What follows belongs to an exercise in optimizing a design on an open flow for small area; a production flow would make more cautious choices.
Only simulation tests tie the RTL to the original design; equivalence was not proved.
Power figures rest on the tool's default switching activity, not on a simulated workload.

==> design/flow/design.v <==
module drv_side (
    input  wire       clk,
    input  wire       rst,
    input  wire       wr,         
    input  wire       nz,         
    input  wire [7:0] nd,         
    input  wire       off,        
    output wire [11:0] cmp,
    output wire [1:0]  dir,
    output wire [7:0]  duty,
    output wire        nzd,       
    output wire        neg,       
    output wire        ten        
);
    reg [7:0] m;      
    reg [1:0] q;
    always @(posedge clk) begin
        if (rst)
            m <= 8'd1;
        else if (wr && nz)
            m <= nd;
    end
    always @(posedge clk) begin
        if (rst)
            q <= 2'b01;
        else if (wr && nz)
            q <= 2'b11;
        else if ((wr && !nz) || off)
            q <= {1'b0, q[0] & ~q[1]} | {q[1] & ~wr, 1'b0};
    end
    wire       s = m[7];
    wire [6:0] v = s ? m[6:0] + 7'd100 : 7'd100 - m[6:0];    
    assign nzd  = q[1];
    assign neg  = s;
    assign ten  = ~m[5];
    assign duty = q[1] ? m : 8'd0;
    assign dir  = (q == 2'b11) ? {~s, s} : 2'b00;
    assign cmp  = {v, {5{q == 2'b01}}};
endmodule
module yunqi_io (
    input  wire        clk,
    input  wire        rst,
    input  wire        op_valid,
    input  wire [3:0]  op,
    input  wire [7:0]  op_arg,
    input  wire        echo,
    output wire [11:0] cmp_l,
    output wire [11:0] cmp_r,
    output wire [1:0]  dir_l,
    output wire [1:0]  dir_r,
    output wire signed [7:0] duty_l,
    output wire signed [7:0] duty_r,
    output reg         motor_en,
    output reg         refused,
    output reg         msg_valid,
    output wire [2:0]  msg_id,
    output wire        trig,
    output reg         echo_rdy,
    output reg         dist_valid,
    output wire [19:0] dist_bcd,
    output wire [1:0]  dist_tier
);
    localparam OP_SETL = 4'd0;
    localparam OP_SETR = 4'd1;
    localparam OP_CMD  = 4'd2;
    localparam OP_ON   = 4'd3;
    localparam OP_OFF  = 4'd4;
    localparam OP_TRIG = 4'd5;
    wire op_setl = op_valid && op == OP_SETL;
    wire op_setr = op_valid && op == OP_SETR;
    wire op_cmd  = op_valid && op == OP_CMD;
    wire op_on   = op_valid && op == OP_ON;
    wire op_off  = op_valid && op == OP_OFF;
    wire op_trig = op_valid && op == OP_TRIG;
    wire signed [7:0] arg_s = op_arg;
    wire arg_ok = (arg_s >= -8'sd100) && (arg_s <= 8'sd100);
    reg        c_wr;
    reg [2:0]  c_msg;
    always @(*) begin
        c_wr = 1'b1;
        case (op_arg)
            8'h46: c_msg = 3'd0;    
            8'h42: c_msg = 3'd1;    
            8'h4C: c_msg = 3'd2;    
            8'h52: c_msg = 3'd3;    
            8'h41: c_msg = 3'd4;    
            8'h43: c_msg = 3'd5;    
            8'h53: c_msg = 3'd6;    
            default: begin c_wr = 1'b0; c_msg = 3'd7; end
        endcase
    end
    wire c_s    = op_arg[4] & op_arg[0];                                
    wire cl_neg = ~op_arg[4] & ~op_arg[2] & (op_arg[1] ^ op_arg[0]);    
    wire cl_ten = op_arg[3];                                            
    wire cr_neg = ~op_arg[4] & ~op_arg[2] & op_arg[1];                  
    wire cr_ten = op_arg[4];                                            
    wire [7:0] c_l = cl_neg ? -8'd50 : cl_ten ? 8'd10 : 8'd50;
    wire [7:0] c_r = cr_neg ? -8'd50 : cr_ten ? 8'd10 : 8'd50;
    wire       arg_nz = op_arg != 8'd0;
    wire       wr_l = (op_setl && arg_ok) || (op_cmd && c_wr);
    wire       wr_r = (op_setr && arg_ok) || (op_cmd && c_wr);
    wire       nz   = op[1] ? ~c_s : arg_nz;
    wire [7:0] nd_l = op[1] ? c_l : op_arg;
    wire [7:0] nd_r = op[1] ? c_r : op_arg;
    wire nzd_l, neg_l, ten_l, nzd_r, neg_r, ten_r;
    drv_side u_l (.clk(clk), .rst(rst), .wr(wr_l), .nz(nz), .nd(nd_l), .off(op_off),
                  .cmp(cmp_l), .dir(dir_l), .duty(duty_l),
                  .nzd(nzd_l), .neg(neg_l), .ten(ten_l));
    drv_side u_r (.clk(clk), .rst(rst), .wr(wr_r), .nz(nz), .nd(nd_r), .off(op_off),
                  .cmp(cmp_r), .dir(dir_r), .duty(duty_r),
                  .nzd(nzd_r), .neg(neg_r), .ten(ten_r));
    reg  msg_unk;
    wire tl = ~neg_l & ten_l;
    wire tr = ~neg_r & ten_r;
    assign msg_id[2] = msg_unk | ~nzd_l | (neg_l ^ neg_r);
    assign msg_id[1] = msg_unk | ~nzd_l | tl | tr;
    assign msg_id[0] = msg_unk | (nzd_l & (neg_r | tr));
    always @(posedge clk) begin
        msg_unk <= !c_wr;
        if (rst) begin
            motor_en  <= 1'b0;
            refused   <= 1'b0;
            msg_valid <= 1'b0;
        end else begin
            msg_valid <= op_cmd;
            if ((op_setl || op_setr) && !arg_ok)
                refused <= 1'b1;
            if (op_on)
                motor_en <= 1'b1;
            if (op_off)
                motor_en <= 1'b0;
        end
    end
    reg [3:0] trig_st;
    always @(posedge clk) begin
        if (rst)
            trig_st <= 4'd0;
        else if (op_trig)
            trig_st <= 4'd1;
        else if (trig_st == 4'd9)
            trig_st <= 4'd0;
        else
            trig_st <= {trig_st[2:0], trig_st[3] ^ trig_st[0]};
    end
    assign trig = trig_st[3] | trig_st[2];
    reg        echo_q;
    reg [3:0]  d0, d1, d2, d3;
    reg        d4;
    reg [1:0]  a;
    reg [9:0]  e;      
    wire       ov  = ~e[9];                  
    wire [9:0] en  = e + (ov ? -10'd196 : 10'd429);
    wire       cy  = ov && a == 2'd3;
    wire       h   = a[1];
    function [3:0] bcd_inc(input [3:0] d, input c);
        begin
            bcd_inc[0] = d[0] ^ c;
            bcd_inc[1] = d[1] ^ (c & d[0] & ~d[3]);
            bcd_inc[2] = d[2] ^ (c & d[0] & d[1]);
            bcd_inc[3] = d[3] ^ (c & d[0] & (d[3] | (d[1] & d[2])));
        end
    endfunction
    wire c0 = cy && d0[3] && d0[0];
    wire c1 = c0 && d1[3] && d1[0];
    wire c2 = c1 && d2[3] && d2[0];
    wire c3 = c2 && d3[3] && d3[0];
    wire wrap = d4 && d3[0] && d2[1] && d1[2] && d0[2] && d0[1] && a[0];
    wire hi3 = d4 || d3 != 4'd0;
    wire lo0 = d1 == 4'd0 && d0 == 4'd0 && !h;
    wire ge4 = d2[3] || d2[2];
    wire is2 = !d2[2] && d2[1] && !d2[0];
    wire is3 = !d2[2] && d2[1] && d2[0];
    wire t1  = hi3 || ge4 || is3 || (is2 && !lo0);
    wire t2  = hi3 || ge4 || (is3 && !lo0);
    wire load = !echo_q || wrap;
    always @(posedge clk) begin
        if (load) begin
            d0 <= 4'd0; d1 <= 4'd0; d2 <= 4'd0; d3 <= 4'd0; d4 <= 1'b0;
            a  <= 2'd2;
            e  <= -10'd196;    
        end else begin
            a  <= a + {1'b0, ov};
            e  <= en;
            d0 <= bcd_inc(d0, cy);
            d1 <= bcd_inc(d1, c0);
            d2 <= bcd_inc(d2, c1);
            d3 <= bcd_inc(d3, c2);
            d4 <= d4 ^ c3;
        end
    end
    wire fall = !echo && echo_q;
    always @(posedge clk) begin
        if (rst) begin
            echo_q     <= 1'b0;
            echo_rdy   <= 1'b0;
            dist_valid <= 1'b0;
        end else begin
            echo_q     <= echo;
            dist_valid <= fall;
            if (fall)
                echo_rdy <= 1'b1;
            else if (op_trig)
                echo_rdy <= 1'b0;
        end
    end
    assign dist_bcd  = {3'd0, d4, d3, d2, d1, d0};
    assign dist_tier = {t2, t1 && !t2};
endmodule
==> design/flow/flow/run.sh <==
#!/bin/bash
# The standard layout, with these changes:
#  - synthesis maps the logic with an area-oriented ABC script (flow/synth.tcl,
#    flow/area.abc); registers are mapped exactly as in the standard synthesis;
#  - port buffers use the smallest buffer cell;
#  - clock tree synthesis uses clkbuf_4 and inserts no dummy loads;
#  - one tie cell per constant value instead of one per load.
set -euo pipefail
here=$(pwd)
bash standard.sh "SYNTH_SCRIPT=$here/flow/synth.tcl" \
  "BUFFER_PORTS_ARGS=-buffer_cell sky130_fd_sc_hd__buf_1" \
  "CTS_ARGS=-sink_clustering_enable -repair_clock_nets -dont_use_dummy_load -buf_list sky130_fd_sc_hd__clkbuf_4" \
  SKIP_REPAIR_TIE_FANOUT=1 \
  finish > flow_make.log 2>&1
==> design/flow/flow/area.abc <==
strash
&get -n
&deepsyn -I 4 -J 50 -T 120
&put
dch -f
amap
==> design/flow/flow/synth.tcl <==
# The standard synthesis (synth_recipe.tcl), with ORFS's full-adder
# extraction turned off and ABC run with an area-oriented script.
set ::area_abc [file join [file dirname [file normalize [info script]]] area.abc]
proc synth {args} { yosys synth -nofsm -noshare {*}$args }
proc abc {args} {
  set i [lsearch -exact $args -script]
  if { $i >= 0 } { lset args [expr {$i + 1}] $::area_abc }
  yosys abc {*}$args
}
set ::env(ADDER_MAP_FILE) ""
source $::env(SCRIPTS_DIR)/synth.tcl
# left out here: clear keep_hierarchy, flatten, clean up, hide names made inside functions, write 1_2_yosys.v
==> design/flow/standard.sh <==
#!/bin/bash
# synth_recipe.tcl (not shown) runs the flow's synth.tcl, then flattens the netlist and writes it again
# the make line also repeats each setting of config.mk as NAME=value (left out here)
make -C /OpenROAD-flow-scripts/flow DESIGN_CONFIG=/design/flow/config.mk WORK_HOME=/design/flow/orfs CLKGATE_MAP_FILE= SYNTH_SCRIPT=/design/flow/synth_recipe.tcl "${@:-finish}"
==> design/flow/config.mk <==
export PLATFORM = sky130hd
export DESIGN_NAME = yunqi_io
export DESIGN_NICKNAME = yunqi_io
export VERILOG_FILES = /design/flow/design.v
export SDC_FILE = /design/flow/constraint.sdc
export NUM_CORES = 4
export LEC_CHECK = 0
export CAP_MARGIN = 5
export CORE_MARGIN = 2
export CORE_UTILIZATION = 50
export SLEW_MARGIN = 5
==> design/flow/constraint.sdc <==
create_clock -name core_clock -period 40.0 [get_ports {clk}]
set_input_delay 8.0000 -clock core_clock [delete_from_list [all_inputs] [get_ports {clk}]]
set_output_delay 8.0000 -clock core_clock [all_outputs]
set_load 0.01 [all_outputs]
==> flow_summary.ini, run 1 <==
[drt]
via_count = 2847
routed_via_density = 5.23
drtAntennaViolNets = 0
drt-initial-drc-count = 87
drc = 0
wirelength_mm = 6.70
dr.pass1.iters = 4
wl_per_cell_um = 12.3

[placed_design]
dp_hpwl_mm = 5.12
dpl.cell_count = 535
place_ws_ns = 29.54
gp_routability_congestion = 0.883
portBuffers = 87

[sta]
finalSetupViolations = 0
setup_ws_ns = 29.29
hold_slack_ns = 0.441
finalCriticalPeriod_ns = 10.71
fin_crit_sh_pct = 26.8
fmax_ghz = 0.0934
final_max_slew_viol_count = 0
fin_setup_tns_ns = 0
rsz0062_at_grt = false
hold_viol = 0
fin_skew_ns = 0.0290

[worst_setup_path]
rrSetupSlack_ns = 37.31
startpoint_type = flop
worstPathRequired_ns = 32.00
worstPathMaxFanout = 9
criticalPathCategory = reg -> out
rr_endpoint = d3[3]
cp-end-kind = primary output
reg2regPathDepth = 14
rr_startpoint = e[9]
startpoint = u_r.m[7]
arrival_ns = 2.71

[hold_path]
min_from = trig_st[2]
min_to = trig_st[3]
hold_class = reg -> reg
hold_depth = 2

[synth]
synth_top_area_cell = dfxtp_1
synth-seq-cells = 60
synth.avg_cell_area_um2 = 7.17
ys_types = 32
syn_area_mm2 = 0.00280
synth_fp_nets = 406
seq_area_frac_synth_pct = 43.0
synthTopCellsByArea = dfxtp_1 (43%), nor2_1 (11%), clkinv_1 (7.5%), o21ai_0 (6.4%), nor3_1 (4.7%)
netlist.area_leader.share_pct = 43.0
synth_cells = 390
ys_warn_count = 2

[global_route]
antenna_found_initial = 0
grt_max_degree = 20
grt_pass1_wl_mm = 11.2
gr-total-overflow = 0
grt_usage_pct = 22.9
grt_pass1_vias = 2571

[floorplan]
die_area_mm2 = 0.00620
die_w_um = 78.8
start_util_pct = 51.4
rows = 27
core_area_mm2 = 0.00544
die-height_um = 78.8
io_pins = 91

[layout]
layout_commonest_cell = buf_1
fin_cells = 544
diodes = 0
layout-drive-gt1-share_pct = 2.33
nets = 490
area_growth_syn_to_layout_pct = 13.8
nFillCells = 587
final_cell_mix = buf_1 (87), nor2_1 (81), dfxtp_1 (60), clkinv_1 (56), o21ai_0 (36)

[power_and_ir_drop]
p_leak_nw = 1.09
ir_worst_vdd_mv = 0.0163
powerDensity_mw_per_mm2 = 31.4

[clock_network]
insertion_delay_ns = 0.41
clkSlewWorstSetupHoldPaths_ns = 0.10
ctsHoldBuffers = 0
cts_root_buffer = clkbuf_4
cts_tree = done
numCtsBuffers = 9
clock_sinks = 60
cts_setup_buffers = 0
clock_path_buffers = 2
cts_resized = 0
h-tree-depth = 3

[flow_run]
cap_violations = 0

[run_status]
status = no timing/DRC/antenna violations
sequential cells by signal, summed over array words and instances, names as in the netlist:
signal / cells
msg_unk: 1
e: 10
u_r.q: 2
d2: 4
trig_st: 4
a: 2
d1: 4
d3: 4
msg_valid: 1
u_r.m: 8
motor_en: 1
echo_rdy: 1
d4: 1
u_l.q: 2
refused: 1
u_l.m: 8
dist_valid: 1
d0: 4
echo_q: 1
critical path, stage by stage, from the launching register on:
cell and delay (ns):
dfxtp_1 0.47, clkinv_1 0.31, a31oi_1 0.34, nor2b_1 0.21, o22ai_1 0.12, nor2_1 0.14, o21ai_0 0.13, nand2_1 0.10
o21ai_0 0.11, a21oi_1 0.21, buf_1 0.17
per-stage QoR:
stage	util [%]	total power [mW]	area [um^2]
final	58.5	0.0999	3180
after global routing	58.5	0.105	3180
after CTS	58.5	0.101	3180
after detailed placement	57.3	0.0718	3110
after global placement	57.3	0.0717	3110
after floorplan	-	0.0689	2800
where the power goes:
group / leakage, nW / switching, mW / internal (mW) / total, mW
logic: 0.560 / 0.00599 / 0.00286 / 0.00885
clock network: 0.0414 / 0.0190 / 0.0104 / 0.0294
registers: 0.486 / 0.000758 / 0.0608 / 0.0616
synthesized netlist by cell type, drive strengths merged:
master and instances:
nor4 2, o21ai 36, o21bai 1, conb 1, a211oi 4, a311oi 2
o41ai 1, nor2 81, o32ai 1, a31oi 4, nor3b 1, nor2b 5
clkinv 56, o211ai 1, dfxtp 60, o21a 1, and3 3, nor3 26
or3 6, nand2 26, nand4 2, or2 1, o221ai 1, a22oi 1
buf 15, nand3 5, o22a 3, a221oi 1, a21oi 25, o22ai 11
o31ai 2, nand2b 5
worst max path at each step:
stage / endpoint / slack [ns] / cells after the start
floorplan: u_l.m[0] / 29.99 / 13
global placement: u_l.m[0] / 29.63 / 14
detailed placement: u_l.m[0] / 29.54 / 9
CTS: cmp_r[11] / 29.24 / 10
global route: cmp_r[11] / 29.02 / 10
finish: cmp_r[11] / 29.29 / 10
routing by layer:
layer  GRT usage [%]  part of all wire (%)
met5               0                     0
met1            26.5                    45
met3            7.50                   5.0
met2            39.3                    49
met4            8.77                   1.4
area by class of cell:
type                       instances  area (um^2)  area share, %
sequential                        60         1200           37.8
multi-input combinational        259         1280           40.2
clock buffer                       9         67.6           2.12
timing repair buffer              88          334           10.5
inverter                          56          210           6.61
tap                               72         90.1           2.83
kinds of logic (layout without fill, tap and decap cells):
kind of cell	after synthesis	after routing	share of synthesized area, %
compound gates	95	95	19.8
buf+inv	71	153	11.5
flops	60	60	43.0
other cells	1	1	0.134
simple gates	163	163	25.6
==> inputs of run 2 (changes only) <==
--- a/design/flow/config.mk
+++ b/design/flow/config.mk
@@ -8,4 +8,4 @@
 export CAP_MARGIN = 5
 export CORE_MARGIN = 2
-export CORE_UTILIZATION = 50
+export CORE_UTILIZATION = 65
 export SLEW_MARGIN = 5
==> flow_summary.ini, run 2 <==
[layout]
nets = 490
design_area_mm2 = 0.00315
reg_top3 = e: 10 flops, u_l.m: 8 flops, u_r.m: 8 flops
regMostFlops = e
diodes = 0
layout-drive-gt1-share_pct = 2.33
layout_commonest_cell = buf_1
final_cell_mix = buf_1 (87), nor2_1 (81), dfxtp_1 (60), clkinv_1 (56), o21ai_0 (36)
largest_reg_flops = 10
nFillCells = 320
area_growth_syn_to_layout_pct = 12.8

[global_route]
grt_pass1_wl_mm = 11.0
gr-total-overflow = 0
grt_usage_pct = 27.8
grt_pass1_vias = 2507
grt_max_degree = 20
antenna_found_initial = 0

[floorplan]
io_pins = 91
rows = 23
core_area_mm2 = 0.00406
die_w_um = 69.6
start_util_pct = 68.9
die-height_um = 69.6
die_area_mm2 = 0.00484

[synth]
async_reset_ff_share_pct = 0
synth-seq-cells = 60
seq_area_frac_synth_pct = 43.0
synth_top_area_cell = dfxtp_1
synthSimpleGateAreaFrac_pct = 25.6
synth_common_cells = nor2_1 (81), dfxtp_1 (60), clkinv_1 (56)
synthTopCellsByArea = dfxtp_1 (43%), nor2_1 (11%), clkinv_1 (7.5%), o21ai_0 (6.4%), nor3_1 (4.7%)
synth_xor_xnor_area_share_pct = 0
ys_warn_count = 2
syn_area_mm2 = 0.00280
netlist.area_leader.share_pct = 43.0
synth.avg_cell_area_um2 = 7.17
synth_compound_area_share_pct = 19.8
synth_most_common_cell = nor2_1
synth_ff_type = dfxtp_1
synthMuxAreaShare_pct = 0
synth_fp_nets = 406
ys_types = 32
synthAdderAreaFrac_pct = 0
synth-edff-count = 0
synth_cells = 390
synth_top_family_by_area = simple AND/OR/NAND/NOR gates

[clock_network]
cts_root_buffer = clkbuf_4
ctsHoldBuffers = 0
clkSlewWorstSetupHoldPaths_ns = 0.07
cts_setup_buffers = 0
insertion_delay_ns = 0.41
cts_resized = 0
h-tree-depth = 3
clock_path_buffers = 2
cts_tree = done
clock_sinks = 60
numCtsBuffers = 9

[worst_setup_path]
worstPathCellList = clkinv_1 > a31oi_1 > nor2b_1 > o22ai_1 > nor2_1 > o21ai_0 > nand2_1 > o21ai_0 > a21oi_1 > buf_1
cpMostUsedCell = o21ai_0
critPathMaxStageDelay_ns = 0.46
worstPathRequired_ns = 32.00
worstPathMaxFanout = 9
criticalPathCategory = reg -> out
startpoint_type = flop
cpMaxStageDelayCell = dfxtp_1
arrival_ns = 2.60
cp-end-kind = primary output

[power_and_ir_drop]
ir_worst_vdd_mv = 0.0248
p_leak_nw = 1.09
total_power_uw = 98.8
powerDensity_mw_per_mm2 = 31.3

[placed_design]
gp_routability_congestion = 0.908
postPlaceCellArea_mm2 = 0.00309
place_ws_ns = 29.57
dp_hpwl_mm = 4.87
portBuffers = 87

[sta]
fmax_ghz = 0.0944
setup_ws_ns = 29.40
rsz0062_at_grt = false
fin_setup_tns_ns = 0
fin_crit_sh_pct = 26.5
hold_viol = 0
finalCriticalPeriod_ns = 10.60
fin_skew_ns = 0.0251
finalSetupViolations = 0
final_max_slew_viol_count = 0
hold_slack_ns = 0.454

[run_status]
status = no timing/DRC/antenna violations

[drt]
dr.pass1.iters = 5
via_count = 2886
drt-initial-drc-count = 146
drc = 0
wl_per_cell_um = 12.2
drtAntennaViolNets = 0
wirelength_mm = 6.37
routed_via_density = 5.53

[flow_run]
cap_violations = 0

[hold_path]
hold_class = reg -> reg
==> run 2: layout make-up <==
type                    count  area [um^2]  area share (%)
repair buffers             88          334            10.6
clock buffers               9         67.6            2.14
flip-flops and latches     60         1200            38.1
well taps                  50         62.6            1.98
inverters                  56          210            6.66
multi-input cells         259         1280            40.5
==> run 2: per-stage QoR <==
step                      cells  utilization (%)
final                       522             77.7
after global routing        522             77.7
after CTS                   522             77.7
after detailed placement    513             76.1
after global placement      513             76.1
after floorplan             390                -
==> run 2: kinds of logic after synthesis <==
logic type / after synthesis
AO/OA/AOI/OAI: 95
buffers and inverters: 71
flip-flops: 60
other: 1
AND/OR/NAND/NOR: 163
==> run 2: final timing paths <==
path	from	end	slack, ns	cells past startpoint
min	trig_st[2]	trig_st[3]	0.45	2
max	u_r.m[7]	cmp_r[11]	29.40	10
min reg2reg	trig_st[2]	trig_st[3]	0.45	2
max reg2reg	e[9]	d3[3]	37.32	14
==> run 2: power breakdown <==
| group | switching [mW] | internal [mW] |
|---|---|---|
| Combinational | 0.00601 | 0.00286 |
| Sequential | 0.000807 | 0.0609 |
| Clock | 0.0179 | 0.0104 |
| Total | 0.0247 | 0.0741 |
==> run 2: metal layers <==
| metal | track usage [%] | share of wire, % |
|---|---|---|
| met2 | 42.7 | 44 |
| met4 | 13.5 | 2.0 |
| met5 | 0 | 0 |
| met1 | 38.0 | 47 |
| met3 | 4.65 | 7.1 |
==> run 2: critical path: cells and delay by family, from the launching register on <==
kind	cells	cell delay, ns
AOI/OAI and AO/OA	5	0.86
and+or+nand+nor	3	0.43
buffers and inverters	2	0.47
DFF	1	0.46

## separate check: timing with driven ports
The flow's constraints put no driver on any port. The routed layouts listed below were extracted and timed again, unchanged, in two steps. Step 1 assumes that a clkbuf_16 drives the clock port and a buf_2 every other input. Step 2, shift: input delay + t, output delay - t, t = (earliest + latest rising clock arrival at the registers) / 2. This alone moves slack from input paths to output paths. Three values: no drivers, after step 1, after step 2; two values: the first two.
run | shift t [ns] | setup WS [ns] | clock arrival spread, ns | worst register clock-pin slew, ns
run 1 | 0.419 | 29.294 / 29.267 / 29.482 | 0.033 / 0.033 | 0.11 / 0.11
run 2 | 0.415 | 29.402 / 29.375 / 29.511 | 0.033 / 0.033 | 0.10 / 0.10
After both steps setup and hold are still met in every run listed.
